This is an optimization exercise on Yosys and OpenROAD, whose aim is a short achievable clock period and few clock cycles, not a production implementation.
Function was checked by simulation only, so behaviour that the tests miss may differ from the original.
No activity file was given, so power comes from the tool's default toggle rates.

==> constraint.sdc <==
create_clock -name core_clock -period 8.0 [get_ports {clk}]
set_input_delay 1.6000 -clock core_clock [delete_from_list [all_inputs] [get_ports {clk}]]
set_output_delay 1.6000 -clock core_clock [all_outputs]
set_load 0.01 [all_outputs]
==> config.mk <==
export PLATFORM = sky130hd
export DESIGN_NAME = dio_core
export DESIGN_NICKNAME = dio_core
export VERILOG_FILES = /design/flow/design.v
export SDC_FILE = /design/flow/constraint.sdc
export NUM_CORES = 4
export LEC_CHECK = 0
export ABC_CLOCK_PERIOD_IN_PS = 3000
export CAP_MARGIN = 20
export CORE_MARGIN = 2
export CORE_UTILIZATION = 40
export SETUP_SLACK_MARGIN = 4.5
export SLEW_MARGIN = 20
==> run.sh <==
#!/bin/bash
# synth_recipe.tcl (not shown) runs the flow's synth.tcl, then flattens the netlist and writes it again
# the make line also repeats each setting of config.mk as NAME=value (left out here)
make -C /OpenROAD-flow-scripts/flow DESIGN_CONFIG=/design/flow/config.mk WORK_HOME=/design/flow/orfs CLKGATE_MAP_FILE= SYNTH_SCRIPT=/design/flow/synth_recipe.tcl finish
==> design.v <==
module dio_core (
    input             clk,
    input             rst,
    input             cmd_valid,
    output            cmd_ready,
    input      [63:0] cmd_data,
    output            rsp_valid,
    output     [31:0] rsp_result,
    output            rsp_err,
    input      [31:0] pad_in,
    output     [31:0] pad_out,
    output     [31:0] pad_oe,
    output            ie
);
    localparam [7:0] OP_NOP      = 8'h00, OP_STATRD   = 8'h01, OP_IESET    = 8'h02,
                     OP_IECLR    = 8'h03, OP_REGRD    = 8'h04, OP_REGWR    = 8'h05,
                     OP_PBIND    = 8'h10, OP_PENOUT   = 8'h11, OP_PENIN    = 8'h12,
                     OP_PREAD    = 8'h13, OP_PWRITE   = 8'h14,
                     OP_BINDIN   = 8'h20, OP_BINDOUT  = 8'h21, OP_PINRD    = 8'h22,
                     OP_PINWR    = 8'h23, OP_PINTGL   = 8'h24, OP_PINPLS   = 8'h25,
                     OP_SCFG     = 8'h30, OP_SIN      = 8'h31, OP_SOUT     = 8'h32,
                     OP_CCFG     = 8'h40, OP_CWRITE   = 8'h41, OP_CEN      = 8'h42,
                     OP_CDIS     = 8'h43;
    localparam PW = 8;
    reg [31:0] out_r, dir_r;
    reg        ie_r, ill_r, cfgerr_r, operr_r;
    reg        ie_o;
    reg [7:0]  ph_v, ph_dirn;
    reg [15:0] ph_port;
    reg [23:0] ph_start;
    reg [31:0] ph_nb;
    reg [7:0]  pn_v, pn_out;
    reg [63:0] pn_d;
    reg [7:0]  sh_v, sh_mode, sh_ord;
    reg [47:0] sh_n;
    reg [23:0] sh_di, sh_ci;
    reg [7:0]  ch_v, ch_ord;
    reg [47:0] ch_n;
    reg [23:0] ch_di, ch_ci, ch_li, ch_oi;
    reg        rdy_r, rsp_r, err_r, dec_r;
    reg [63:0] cmd;
    reg [31:0] res_r;
    localparam integer P_G1 = 0, P_G2 = 1, P_D = 2, P_C1 = 3, P_C0 = 4, P_L1 = 5, P_L0 = 6, P_W = 7;
    reg [7:0]  ph;                      
    reg        cm_r;                    
    reg        e_si, e_cw, e_g2;
    reg [31:0] cMo, cMd, cV;            
    reg        cL;                      
    reg [31:0] nM;                      
    reg        nS, nE, nL;              
    reg [PW-1:0] dD, dC, dL;            
    reg [31:0] sval, pos;
    reg        lastb, e_ord;
    reg [5:0]  cnt;
    reg        w_ph, w_pn, w_sh, w_ch;
    reg [2:0]  w_u;
    reg        w_dirn, w_out, w_mode, w_ord;
    reg [1:0]  w_port;
    reg [2:0]  w_start;
    reg [3:0]  w_nb;
    reg [5:0]  w_n;
    reg [PW-1:0] w_d0;
    reg [2:0]  w_i0, w_i1, w_i2, w_i3;
    assign pad_out    = out_r;
    assign pad_oe     = dir_r;
    assign ie         = ie_o;
    assign cmd_ready  = rdy_r;
    assign rsp_valid  = rsp_r;
    assign rsp_result = res_r;
    assign rsp_err    = err_r;
    wire [31:0] padv = (out_r & dir_r) | (pad_in & ~dir_r);
    function [31:0] onehot(input [4:0] k);
        onehot = 32'd1 << k;
    endfunction
    function [31:0] pmask(input [PW-1:0] d);
        pmask = d[7] ? 32'd0 : (32'd1 << d[4:0]);
    endfunction
    wire [7:0]  opc  = cmd[63:56];
    wire [7:0]  unit = cmd[55:48];
    wire [15:0] aux  = cmd[47:32];
    wire [31:0] data = cmd[31:0];
    wire [2:0]  in_u = cmd_data[50:48];
    wire [2:0]  in_a = cmd_data[34:32];
    wire [2:0]  in_b = cmd_data[42:40];
    wire [2:0]  in_c = cmd_data[2:0];
    wire        in_cw = (cmd_data[63:56] == OP_CWRITE);
    wire [2:0]  u    = unit[2:0];
    wire        u_ok = (unit < 8'd8);
    reg           u_pn_v, u_pn_out;
    reg [PW-1:0]  u_pn_d;
    reg           u_ph_v, u_ph_dirn;
    reg [1:0]     u_ph_port;
    reg [2:0]     u_ph_start;
    reg [3:0]     u_ph_nb;
    reg           u_sh_v, u_sh_mode, u_ch_v;
    reg           a_pn_v, a_pn_out, b_pn_v, b_pn_out, c_pn_v, c_pn_out;
    reg [PW-1:0]  a_pn_d, b_pn_d, c_pn_d;
    reg           a_sh_v, a_sh_mode, a_sh_ord;
    reg [5:0]     a_sh_n;
    reg [2:0]     a_sh_di, a_sh_ci;
    reg [PW-1:0]  s_dp, s_cp, u_ch_lp, u_ch_op;
    reg [5:0]     s_n;
    reg           s_ord;
    wire [2:0]    in_di = in_cw ? ch_di[in_u*3 +: 3] : sh_di[in_u*3 +: 3];
    wire [2:0]    in_ci = in_cw ? ch_ci[in_u*3 +: 3] : sh_ci[in_u*3 +: 3];
    wire [2:0]    in_li = ch_li[in_u*3 +: 3];
    wire [2:0]    in_oi = ch_oi[in_u*3 +: 3];
    wire          is_cw   = (opc == OP_CWRITE);
    wire [31:0]   u_pn_m  = pmask(u_pn_d);
    wire          u_pn_rd = ~u_pn_d[7] & (u_pn_out ? ((|(out_r & u_pn_m)) ^ u_pn_d[6]) : (|(padv & u_pn_m)));
    wire          u_ph_full = (u_ph_nb == 4'd8);
    wire [7:0]    u_ph_mask = ((8'd1 << u_ph_nb) - 8'd1) << u_ph_start;
    wire [31:0]   u_ph_pm = {24'd0, u_ph_mask} << {u_ph_port, 3'd0};
    wire [31:0]   u_ph_src = (u_ph_dirn ? out_r : padv) >> {u_ph_port, 3'd0};
    wire [7:0]    u_ph_rd = (u_ph_src[7:0] & u_ph_mask) >> u_ph_start;
    wire [7:0]    u_ph_w8 = data[7:0] << u_ph_start;
    wire [31:0]   u_ph_wv = {4{u_ph_w8}};
    wire [31:0]   c_pn_m  = pmask(c_pn_d);
    wire [31:0]   s_dm    = pmask(s_dp);
    wire [31:0]   s_cm    = pmask(s_cp);
    wire [4:0]    s_n1    = s_n[4:0] - 5'd1;
    wire [31:0]   s_pos   = s_ord ? onehot(s_n1) : 32'd1;
    wire          s_b0    = |(data & s_pos);
    wire [31:0]   u_ch_lm = pmask(u_ch_lp);
    wire [31:0]   u_ch_om = pmask(u_ch_op);
    wire [2:0]    xa = aux[2:0];
    reg legal;
    always @(*) begin
        case (opc)
            OP_NOP, OP_STATRD, OP_IESET, OP_IECLR: legal = (cmd_data[55:0] == 56'd0);
            OP_REGRD:  legal = (cmd_data[55:42] == 14'd0) && (data == 32'd0);
            OP_REGWR:  legal = (cmd_data[55:42] == 14'd0);
            OP_PBIND:  legal = (aux[15:9] == 7'd0) && (data[31:14] == 18'd0) && (data[7:6] == 2'd0);
            OP_PENOUT, OP_PENIN, OP_PREAD, OP_PINRD, OP_PINTGL, OP_SIN, OP_CEN, OP_CDIS:
                       legal = (aux == 16'd0) && (data == 32'd0);
            OP_PWRITE, OP_SOUT, OP_CWRITE:
                       legal = (aux == 16'd0);
            OP_PINWR, OP_PINPLS:
                       legal = (aux == 16'd0) && (data[31:1] == 31'd0);
            OP_BINDIN: legal = (data[31:1] == 31'd0);
            OP_BINDOUT: legal = (data[31:3] == 29'd0);
            OP_SCFG:   legal = (data[31:10] == 22'd0) && (data[7:6] == 2'd0);
            OP_CCFG:   legal = (data[31:9] == 23'd0);
            default:   legal = 1'b0;
        endcase
    end
    wire [1:0] reg_sel   = aux[9:8];
    wire       pin_nopin = (aux == 16'hFFFF);
    wire       pin_ok    = pin_nopin || ((aux[15:8] < 8'd4) && (aux[7:0] < 8'd8));
    reg chk_ok;
    always @(*) begin
        case (opc)
            OP_REGRD:  chk_ok = (aux[7:0] < 8'd4) && (reg_sel != 2'd3);
            OP_REGWR:  chk_ok = (aux[7:0] < 8'd4) && (reg_sel == 2'd1 || reg_sel == 2'd2);
            OP_PBIND:  chk_ok = u_ok && !u_ph_v && (aux[7:0] < 8'd4) && (data[13:8] != 6'd0)
                                && ({1'b0, data[5:0]} + {1'b0, data[13:8]} <= 7'd8);
            OP_PENOUT, OP_PENIN, OP_PREAD:
                       chk_ok = u_ok && u_ph_v;
            OP_PWRITE: chk_ok = u_ok && u_ph_v && u_ph_dirn;
            OP_BINDIN, OP_BINDOUT:
                       chk_ok = u_ok && !u_pn_v && pin_ok;
            OP_PINRD:  chk_ok = u_ok && u_pn_v;
            OP_PINWR, OP_PINTGL, OP_PINPLS:
                       chk_ok = u_ok && u_pn_v && u_pn_out;
            OP_SCFG:   chk_ok = u_ok && !u_sh_v
                                && (aux[7:0] < 8'd8) && a_pn_v && (a_pn_out == data[9])
                                && (aux[15:8] < 8'd8) && b_pn_v && b_pn_out
                                && (data[5:0] != 6'd0) && (data[5:0] <= 6'd32);
            OP_SIN:    chk_ok = u_ok && u_sh_v && !u_sh_mode;
            OP_SOUT:   chk_ok = u_ok && u_sh_v && u_sh_mode;
            OP_CCFG:   chk_ok = u_ok && !u_ch_v
                                && (aux[7:0] < 8'd8) && a_sh_v && a_sh_mode
                                && (aux[15:8] < 8'd8) && b_pn_v && b_pn_out
                                && (data[7:0] < 8'd8) && c_pn_v && c_pn_out;
            OP_CWRITE, OP_CEN, OP_CDIS:
                       chk_ok = u_ok && u_ch_v;
            default:   chk_ok = 1'b1;
        endcase
    end
    wire is_cfg = (opc == OP_PBIND) || (opc == OP_BINDIN) || (opc == OP_BINDOUT) ||
                  (opc == OP_SCFG) || (opc == OP_CCFG);
    wire ok = legal && chk_ok;
    wire [7:0]  bind_mask = ((8'd1 << data[13:8]) - 8'd1) << data[2:0];
    wire [31:0] bind_pm   = {24'd0, bind_mask} << {aux[1:0], 3'd0};
    wire [PW-1:0] bind_d  = {pin_nopin, (opc == OP_BINDOUT) && data[2], (opc == OP_BINDOUT) && data[1],
                             aux[9:8], aux[2:0]};
    wire [31:0] bind_m    = pin_nopin ? 32'd0 : onehot({aux[9:8], aux[2:0]});
    wire [31:0] reg_src = (reg_sel == 2'd0) ? padv : (reg_sel == 2'd1) ? out_r : dir_r;
    wire [31:0] reg_sh  = reg_src >> {aux[1:0], 3'd0};
    wire [7:0]  reg_rd  = reg_sh[7:0];
    reg         f_run, f_g2, f_si, f_cw;
    reg [7:0]   f_ph;
    reg         f_cm;
    reg [31:0]  f_cMo, f_cMd, f_cV, f_nM;
    reg         f_nS, f_nE;
    reg         f_cL, f_nL;
    always @(*) begin
        f_run = 1'b1; f_g2 = 1'b0; f_si = 1'b0; f_cw = 1'b0;
        f_ph = 8'd1 << P_G1; f_cm = 1'b0;
        f_cMo = 32'd0; f_cMd = 32'd0; f_cV = 32'd0; f_cL = 1'b0;
        f_nM = 32'd0; f_nS = 1'b0; f_nE = 1'b0; f_nL = 1'b0;
        case (opc)
            OP_REGWR: begin
                if (reg_sel == 2'd2) f_cMd = 32'hFF << {aux[1:0], 3'd0};
                else                 f_cMo = 32'hFF << {aux[1:0], 3'd0};
                f_cV = {4{data[7:0]}};
            end
            OP_PBIND: begin
                f_cMd = bind_pm; f_cV = {32{aux[8]}}; f_cL = (data[13:8] != 6'd8);
            end
            OP_PENOUT, OP_PENIN: begin
                f_cMd = u_ph_pm; f_cV = {32{opc == OP_PENOUT}}; f_cL = !u_ph_full;
            end
            OP_PWRITE: begin
                f_cMo = u_ph_pm; f_cV = u_ph_wv; f_cL = !u_ph_full;
            end
            OP_BINDIN: begin
                f_cMd = bind_m; f_cV = 32'd0;
            end
            OP_BINDOUT: begin
                f_cMo = bind_m; f_cV = {32{data[0] ^ data[2]}}; f_cL = data[1];
                f_nM = bind_m; f_nS = 1'b1; f_nE = 1'b1;
                f_g2 = 1'b1; f_cm = 1'b1;
            end
            OP_PINWR, OP_PINPLS: begin
                f_cMo = u_pn_m; f_cV = {32{data[0] ^ u_pn_d[6]}}; f_cL = u_pn_d[5];
                f_nM = u_pn_m; f_nE = ~data[0] ^ u_pn_d[6]; f_nL = u_pn_d[5];
                f_g2 = (opc == OP_PINPLS); f_cm = (opc == OP_PINPLS);
            end
            OP_PINTGL: begin
                f_cMo = u_pn_m; f_cV = ~out_r; f_cL = u_pn_d[5];
            end
            OP_CCFG: begin
                f_cMo = c_pn_m; f_cV = {32{data[8] ^ c_pn_d[6]}}; f_cL = c_pn_d[5];
            end
            OP_CEN, OP_CDIS: begin
                f_cMo = u_ch_om; f_cV = {32{(opc == OP_CEN) ^ u_ch_op[6]}}; f_cL = u_ch_op[5];
            end
            OP_SOUT, OP_CWRITE: begin
                f_ph = 8'd1 << P_D; f_cm = 1'b1; f_cw = is_cw;
                f_cMo = s_dm; f_cV = {32{s_b0 ^ s_dp[6]}}; f_cL = s_dp[5];
                f_nM = s_cm; f_nE = ~s_cp[6]; f_nL = s_cp[5];
            end
            OP_SIN: begin
                f_ph = 8'd1 << P_C1; f_cm = 1'b1; f_si = 1'b1;
                f_cMo = s_cm; f_cV = {32{~s_cp[6]}}; f_cL = s_cp[5];
                f_nM = s_cm; f_nE = s_cp[6]; f_nL = s_cp[5];
            end
            default: f_run = 1'b0;
        endcase
    end
    wire        c_chg = |(((out_r ^ cV) & cMo) | ((dir_r ^ cV) & cMd));
    wire [31:0] nMo = nS ? 32'd0 : nM;
    wire [31:0] nMd = nS ? nM : 32'd0;
    wire [31:0] nV  = {32{nE}};
    wire [31:0] mD  = pmask(dD);
    wire [31:0] mC  = pmask(dC);
    wire [31:0] mL  = pmask(dL);
    wire        iD = dD[6], yD = dD[5], iC = dC[6], yC = dC[5], iL = dL[6], yL = dL[5];
    wire        n_chg = |(((out_r ^ nV) & nMo) | ((dir_r ^ nV) & nMd));
    wire        merge = cm_r & ~c_chg;
    wire [31:0] out_c = (out_r & ~cMo) | (cV & cMo);
    wire [31:0] dir_c = (dir_r & ~cMd) | (cV & cMd);
    wire [31:0] out_n = (out_r & ~nMo) | (nV & nMo);
    wire [31:0] dir_n = (dir_r & ~nMd) | (nV & nMd);
    wire        a_chg  = merge ? n_chg : c_chg;
    wire        a_lock = merge ? nL : cL;
    wire [7:0]  eph    = merge ? {ph[6:0], 1'b0} : ph;
    wire        samp   = |(mD & padv);
    wire        a_end  = (eph[P_G1] & ~e_g2) | eph[P_G2] | eph[P_L0] | (eph[P_C0] & lastb & ~e_cw);
    wire [31:0] pos_nx = e_ord ? (pos >> 1) : (pos << 1);
    wire        d_nx   = |(sval & pos_nx);
    wire        to_G2 = eph[P_G1] & e_g2;
    wire        to_C1 = eph[P_D] | (eph[P_C0] & ~lastb & e_si);
    wire        to_C0 = eph[P_C1];
    wire        to_D  = eph[P_C0] & ~lastb & ~e_si;
    wire        to_L1 = eph[P_C0] & lastb & e_cw;
    wire        to_L0 = eph[P_L1];
    integer i;
    always @(posedge clk) begin
        rsp_r <= 1'b0;
        w_ph <= 1'b0; w_pn <= 1'b0; w_sh <= 1'b0; w_ch <= 1'b0;
        if (w_ph) begin
            ph_v[w_u] <= 1'b1; ph_dirn[w_u] <= w_dirn; ph_nb[w_u*4 +: 4] <= w_nb;
            ph_port[w_u*2 +: 2] <= w_port; ph_start[w_u*3 +: 3] <= w_start;
        end
        if (w_pn) begin
            pn_v[w_u] <= 1'b1; pn_out[w_u] <= w_out; pn_d[w_u*PW +: PW] <= w_d0;
        end
        if (w_sh) begin
            sh_v[w_u] <= 1'b1; sh_mode[w_u] <= w_mode; sh_ord[w_u] <= w_ord; sh_n[w_u*6 +: 6] <= w_n;
            sh_di[w_u*3 +: 3] <= w_i0; sh_ci[w_u*3 +: 3] <= w_i1;
        end
        if (w_ch) begin
            ch_v[w_u] <= 1'b1; ch_ord[w_u] <= w_ord; ch_n[w_u*6 +: 6] <= w_n;
            ch_di[w_u*3 +: 3] <= w_i0; ch_ci[w_u*3 +: 3] <= w_i1;
            ch_li[w_u*3 +: 3] <= w_i2; ch_oi[w_u*3 +: 3] <= w_i3;
        end
        out_r <= merge ? out_n : out_c;
        dir_r <= merge ? dir_n : dir_c;
        if (rst) begin
            rdy_r    <= 1'b1;
            dec_r    <= 1'b0;
            ie_r     <= 1'b0;
            ie_o     <= 1'b0;
            ill_r    <= 1'b0;
            cfgerr_r <= 1'b0;
            operr_r  <= 1'b0;
            ph_v     <= 8'd0;
            pn_v     <= 8'd0;
            sh_v     <= 8'd0;
            ch_v     <= 8'd0;
            out_r    <= 32'd0;
            dir_r    <= 32'd0;
            ph       <= 8'd0;
            cm_r     <= 1'b0;
            cMo <= 32'd0; cMd <= 32'd0; nM <= 32'd0;
        end else if (ph == 8'd0 && !dec_r) begin
            ie_o <= ie_r;
            cmd  <= cmd_data;
            u_pn_v <= pn_v[in_u]; u_pn_out <= pn_out[in_u]; u_pn_d <= pn_d[in_u*PW +: PW];
            u_ph_v <= ph_v[in_u]; u_ph_dirn <= ph_dirn[in_u]; u_ph_nb <= ph_nb[in_u*4 +: 4];
            u_ph_port <= ph_port[in_u*2 +: 2]; u_ph_start <= ph_start[in_u*3 +: 3];
            u_sh_v <= sh_v[in_u]; u_sh_mode <= sh_mode[in_u]; u_ch_v <= ch_v[in_u];
            a_pn_v <= pn_v[in_a]; a_pn_out <= pn_out[in_a]; a_pn_d <= pn_d[in_a*PW +: PW];
            b_pn_v <= pn_v[in_b]; b_pn_out <= pn_out[in_b]; b_pn_d <= pn_d[in_b*PW +: PW];
            c_pn_v <= pn_v[in_c]; c_pn_out <= pn_out[in_c]; c_pn_d <= pn_d[in_c*PW +: PW];
            a_sh_v <= sh_v[in_a]; a_sh_mode <= sh_mode[in_a]; a_sh_ord <= sh_ord[in_a];
            a_sh_n <= sh_n[in_a*6 +: 6]; a_sh_di <= sh_di[in_a*3 +: 3]; a_sh_ci <= sh_ci[in_a*3 +: 3];
            s_dp  <= pn_d[in_di*PW +: PW];
            s_cp  <= pn_d[in_ci*PW +: PW];
            s_n   <= in_cw ? ch_n[in_u*6 +: 6] : sh_n[in_u*6 +: 6];
            s_ord <= in_cw ? ch_ord[in_u] : sh_ord[in_u];
            u_ch_lp <= pn_d[in_li*PW +: PW]; u_ch_op <= pn_d[in_oi*PW +: PW];
            if (cmd_valid && rdy_r) begin
                dec_r <= 1'b1;
                rdy_r <= 1'b0;
            end
        end else if (dec_r) begin
            dec_r <= 1'b0;
            ie_o <= ie_r;
            e_g2 <= f_g2; e_si <= f_si; e_cw <= f_cw;
            cV <= f_cV; cL <= f_cL; nM <= f_nM; nS <= f_nS; nE <= f_nE; nL <= f_nL;
            dD <= s_dp; dC <= s_cp; dL <= u_ch_lp;
            sval <= data; pos <= s_pos; e_ord <= s_ord;
            cnt <= s_n; lastb <= (s_n == 6'd1);
            w_u <= u; w_dirn <= aux[8]; w_nb <= data[11:8];
            w_port <= aux[1:0]; w_start <= data[2:0];
            w_out <= (opc == OP_BINDOUT); w_mode <= data[9];
            w_ord <= (opc == OP_CCFG) ? a_sh_ord : data[8];
            w_n   <= (opc == OP_CCFG) ? a_sh_n : data[5:0];
            w_d0  <= bind_d;
            w_i0  <= (opc == OP_CCFG) ? a_sh_di : aux[2:0];
            w_i1  <= (opc == OP_CCFG) ? a_sh_ci : aux[10:8];
            w_i2  <= aux[10:8];
            w_i3  <= data[2:0];
            res_r <= 32'd0;
            if (ok) case (opc)
                OP_STATRD: res_r <= {21'd0, operr_r, cfgerr_r, ill_r, 7'd0, ie_r};
                OP_REGRD:  res_r <= {24'd0, reg_rd};
                OP_PREAD:  res_r <= {24'd0, u_ph_rd};
                OP_PINRD:  res_r <= {31'd0, u_pn_rd};
                default: ;
            endcase
            err_r <= !ok;
            begin
                if (!legal)       ill_r <= 1'b1;
                else if (!chk_ok) begin
                    if (is_cfg) cfgerr_r <= 1'b1;
                    else        operr_r  <= 1'b1;
                end
                if (ok) begin
                    if (opc == OP_IESET) begin ie_r <= 1'b1; ie_o <= 1'b1; end
                    if (opc == OP_IECLR) begin ie_r <= 1'b0; ie_o <= 1'b0; end
                    w_ph <= (opc == OP_PBIND);
                    w_pn <= (opc == OP_BINDIN) || (opc == OP_BINDOUT);
                    w_sh <= (opc == OP_SCFG);
                    w_ch <= (opc == OP_CCFG);
                end
                if (ok && f_run) begin
                    ph <= f_ph; cm_r <= f_cm;
                    cMo <= f_cMo; cMd <= f_cMd;
                end else begin
                    rsp_r <= 1'b1;
                    rdy_r <= 1'b1;
                end
            end
        end else if (ph[P_W]) begin
            ie_o  <= ie_r;
            rsp_r <= 1'b1;
            rdy_r <= 1'b1;
            ph    <= 8'd0;
        end else begin
            ie_o <= (a_chg & a_lock) ? 1'b0 : ie_r;
            if (eph[P_C0]) begin
                if (e_si && samp) res_r <= res_r | pos;
                pos   <= pos_nx;
                cnt   <= cnt - 6'd1;
                lastb <= (cnt == 6'd2);
            end
            cm_r <= to_C1 & e_si | to_D;
            cMo <= 32'd0; cMd <= 32'd0; cV <= 32'd0; cL <= 1'b0;
            if (to_G2) begin cMo <= nMo; cMd <= nMd; cV <= nV; cL <= nL; end
            if (to_C1) begin cMo <= mC; cV <= {32{~iC}}; cL <= yC; end
            if (to_C0) begin cMo <= mC; cV <= {32{iC}}; cL <= yC; end
            if (to_D)  begin cMo <= mD; cV <= {32{d_nx ^ iD}}; cL <= yD; end
            if (to_L1) begin cMo <= mL; cV <= {32{~iL}}; cL <= yL; end
            if (to_L0) begin cMo <= mL; cV <= {32{iL}}; cL <= yL; end
            nS <= 1'b0; nM <= mC; nE <= (to_C1 & e_si) ? iC : ~iC; nL <= yC;
            ph <= 8'd0;
            if (a_end) begin
                cm_r <= 1'b0;
                if (a_chg && a_lock && ie_r) begin
                    ph[P_W] <= 1'b1;
                end else begin
                    rsp_r <= 1'b1;
                    rdy_r <= 1'b1;
                end
            end else begin
                ph[P_G2] <= to_G2;
                ph[P_C1] <= to_C1;
                ph[P_C0] <= to_C0;
                ph[P_D]  <= to_D;
                ph[P_L1] <= to_L1;
                ph[P_L0] <= to_L0;
            end
        end
    end
endmodule
==> results_dict.tcl <==
set metrics [dict create \
    status "finished clean" \
    nets 6132 \
    worst_pin_slew_ps 1240 \
    fin_crit_sh_pct 48.7 \
    power.leakage_nw 26.7 \
    overflow 0 \
    hold_viol 0 \
    die-area_sq_mm 0.153 \
    htree_levels 3 \
    wl_mm 293 \
    clock_skew_ps 69.1 \
    synth_nets 5798 \
    placedCellCount 7569 \
    rsz0062_at_grt "true" \
    crit_start "cmd_data[57]" \
    finalPower_w 0.0216 \
    netlist_area_sq_mm 0.0600 \
    ys_warn_count 1 \
    r2r.worst_path.cells 14 \
    cts_tree "done" \
    min_period_ps 3890 \
    drv_cap 0 \
    wl_per_cell_um 36.1 \
    critPathKind "in -> reg" \
    rows 142 \
    root_buffer "clkbuf_16" \
    r2r_slack_ps 4110 \
    initial_core_util_pct 40.1 \
    cts.sinks 979 \
    clock_path_buffers 3 \
    mostFrequentLayoutCell "edfxtp_1" \
    firstDrtPassIters 15 \
    async_flop_share_pct 0 \
    port_buffers 198 \
    cp-end-kind "flip-flop" \
    r2r-end "cMo[11]" \
    power.density_mw_per_mm2 288 \
    fin_cells 8122 \
    postCtsHoldBufs 0 \
    ios 199 \
    synth-edff-count 766 \
    slew_viol_final 0 \
    ys_seq_area_share_pct 45.5 \
    cp-start-kind "primary input" \
    cp.required_ps 8500 \
    grt_max_degree 150 \
    syn-instance-count 5670 \
    die_y_um 391 \
    drcViolationCount 0 \
    arrival_ps 4390 \
    hp-class "reg -> reg" \
    antenna_found_initial 15 \
    ys.flop_type "edfxtp_1" \
    final_util_pct 50.2 \
    crit_path_end "s_cp[3]" \
    die_w_um 391 \
    first_global_vias 52200 \
    setup_viol 0 \
    ir_drop_mv 0.308 \
    crit_fanout 8 \
    antenna_left 0 \
    avgSynthCellArea_sq_um 10.6 \
    timing.slew.headroom_pct 16.8 \
    area_growth_pct 25.1 \
    gp_congestion 1.10 \
    final_cell_mix "edfxtp_1, nand2_1, nor2_1, buf_4, a22o_1" \
    setup_tns_ps 0 \
    regToRegStartpoint "cmd[57]" \
    num_vias 57200 \
    clock_latency_ps 780 \
    synth_seq_cells 979 \
    hpwl_mm 193 \
    grt_pass1_wl_mm 407 \
    via_per_inst 7.04 \
    synthDistinctLibCells 97 \
    clkTransAtPathRegs_ps 60 \
    drive_gt1_share_pct 25.8 \
    fmax_mhz 257 \
    fillers 13300 \
    cts_buffers 110 \
    drt_iter0_markers 10100 \
    grt_usage_pct 36.9 \
    core_area_sq_mm 0.149 \
]
==> per-stage QoR <==
stage | hold slack (ps) | setup slack (ps) | instance area (sq um)
finish | 405 | 4110 | 75000
global route | 416 | 4070 | 75000
CTS | 406 | 4130 | 73200
detailed placement | 406 | 1750 | 64200
global placement | 402 | 1850 | 64200
floorplan | 400 | 3350 | 60500
==> routing by layer <==
metal  routed length (um)  vias up  GRT usage [%]  share of wire, %
li1                     -    23000              -                 -
met1               107000    28200           48.3                37
met2               121000     4735           52.6                41
met3                40200     1206           11.9                14
met4                24400       16           23.6               8.3
met5                  121        -              0             0.041
==> kinds of logic after synthesis <==
family / count (synthesis) / share of synthesized area, %
flip-flops: 979 / 45.5
multiplexers: 558 / 14.8
AO/OA/AOI/OAI: 1492 / 18.2
XOR/XNOR: 101 / 1.48
AND/OR/NAND/NOR: 1926 / 15.5
buffers and inverters: 585 / 3.82
adder cells (fa/ha/maj): 29 / 0.630
==> flip-flops by register name, indices dropped and copies added, names as in the netlist, 16 cells and up, named ones only <==
signal / count
ph_port: 16
pos: 32
ch_oi: 24
cV: 32
cmd: 64
ch_di: 24
sval: 27
sh_di: 24
ch_li: 24
pn_d: 64
res_r: 32
nM: 32
sh_n: 48
ch_ci: 24
ph_nb: 32
ph_start: 24
ch_n: 48
cMo: 32
cMd: 32
sh_ci: 24
==> Yosys cell counts (all sizes together) (81+ instances only) <==
| master | count | area [sq um] |
|---|---|---|
| dfxtp | 213 | 4260 |
| a211oi | 128 | 961 |
| o21ai | 214 | 1070 |
| o22ai | 90 | 563 |
| nor2 | 542 | 2040 |
| nand2b | 81 | 507 |
| a22o | 278 | 2430 |
| inv | 92 | 345 |
| mux2i | 165 | 1650 |
| mux4 | 251 | 5650 |
| mux2 | 142 | 1600 |
| nand3 | 119 | 596 |
| nor3 | 182 | 921 |
| nand2 | 524 | 1970 |
| a21o | 86 | 646 |
| a21oi | 201 | 1010 |
| nor4 | 129 | 838 |
| buf | 85 | 415 |
| edfxtp | 766 | 23000 |
| xor2 | 90 | 788 |
| clkbuf | 401 | 1510 |
==> layout make-up <==
cell class | count | area (sq um) | area share (%)
inverter | 99 | 384 | 0.512
sequential | 979 | 27400 | 36.5
clock inverter | 70 | 850 | 1.13
multi-input combinational | 4113 | 33300 | 44.4
timing repair buffer | 701 | 7640 | 10.2
tap | 2016 | 2520 | 3.36
clock buffer | 137 | 2960 | 3.94
antenna | 7 | 17.5 | 0.0233
==> what timing repair did <==
item	CTS	global route
gates cloned	28	6
setup buffers	239	64
pin swaps	102	102
gates resized for setup	702	274
setup endpoints to repair	851	484
==> critical path: stages <==
cell and delay (ps):
buf_6 90, and4bb_4 350, buf_12 110, nand2_8 120, buf_12 170, mux4_2 420, mux4_2 620, buf_12 210
mux4_2 420, mux2_4 270
==> power breakdown <==
| group | internal, W | switching [W] | total, W | leakage [nW] |
|---|---|---|---|---|
| combinational | 0.00346 | 0.00527 | 0.00872 | 16.1 |
| sequential | 0.00633 | 0.00109 | 0.00742 | 8.74 |
| clock | 0.00312 | 0.00231 | 0.00544 | 1.86 |
==> how the worst min path moves through the flow <==
stage	startpoint	end	slack (ps)	depth (start not counted)
floorplan	u_ch_lp[0]	dL[0]	400	0
global placement	cmd[48]	w_u[0]	400	0
detailed placement	cmd[49]	w_u[1]	410	0
CTS	cmd[49]	w_u[1]	410	0
global route	cmd[49]	w_u[1]	420	0
finish	cmd[49]	w_u[1]	410	0
Testbench counts, summed over its fixed seeds: cycles 33,932.

[what the ideal ports hide]
The flow's constraints put no driver on any port. The routed layout listed below was extracted and timed again, unchanged, in two steps.
Step 1, drivers: a clkbuf_16 drives clk and a buf_2 each remaining input, both assumed.
Step 2 also shifts input and output timing later by t, the mid clock arrival at the registers, as if the neighbouring blocks saw the same clock.
Three values: ideal, step 1, step 2; two values: the first two.
t, ns: 0.830
setup WS [ns]: 4.106 / 4.115 / 3.318
latest minus earliest clock arrival (ns): 0.069 / 0.069
worst register clock-pin slew, ns: 0.07 / 0.07
worst slew at a driven data input, ns: 0.24
After both steps this run still meets setup and hold. For this run, drivers alone change the setup slack by +0.009 ns; drivers and shift together by -0.788 ns.
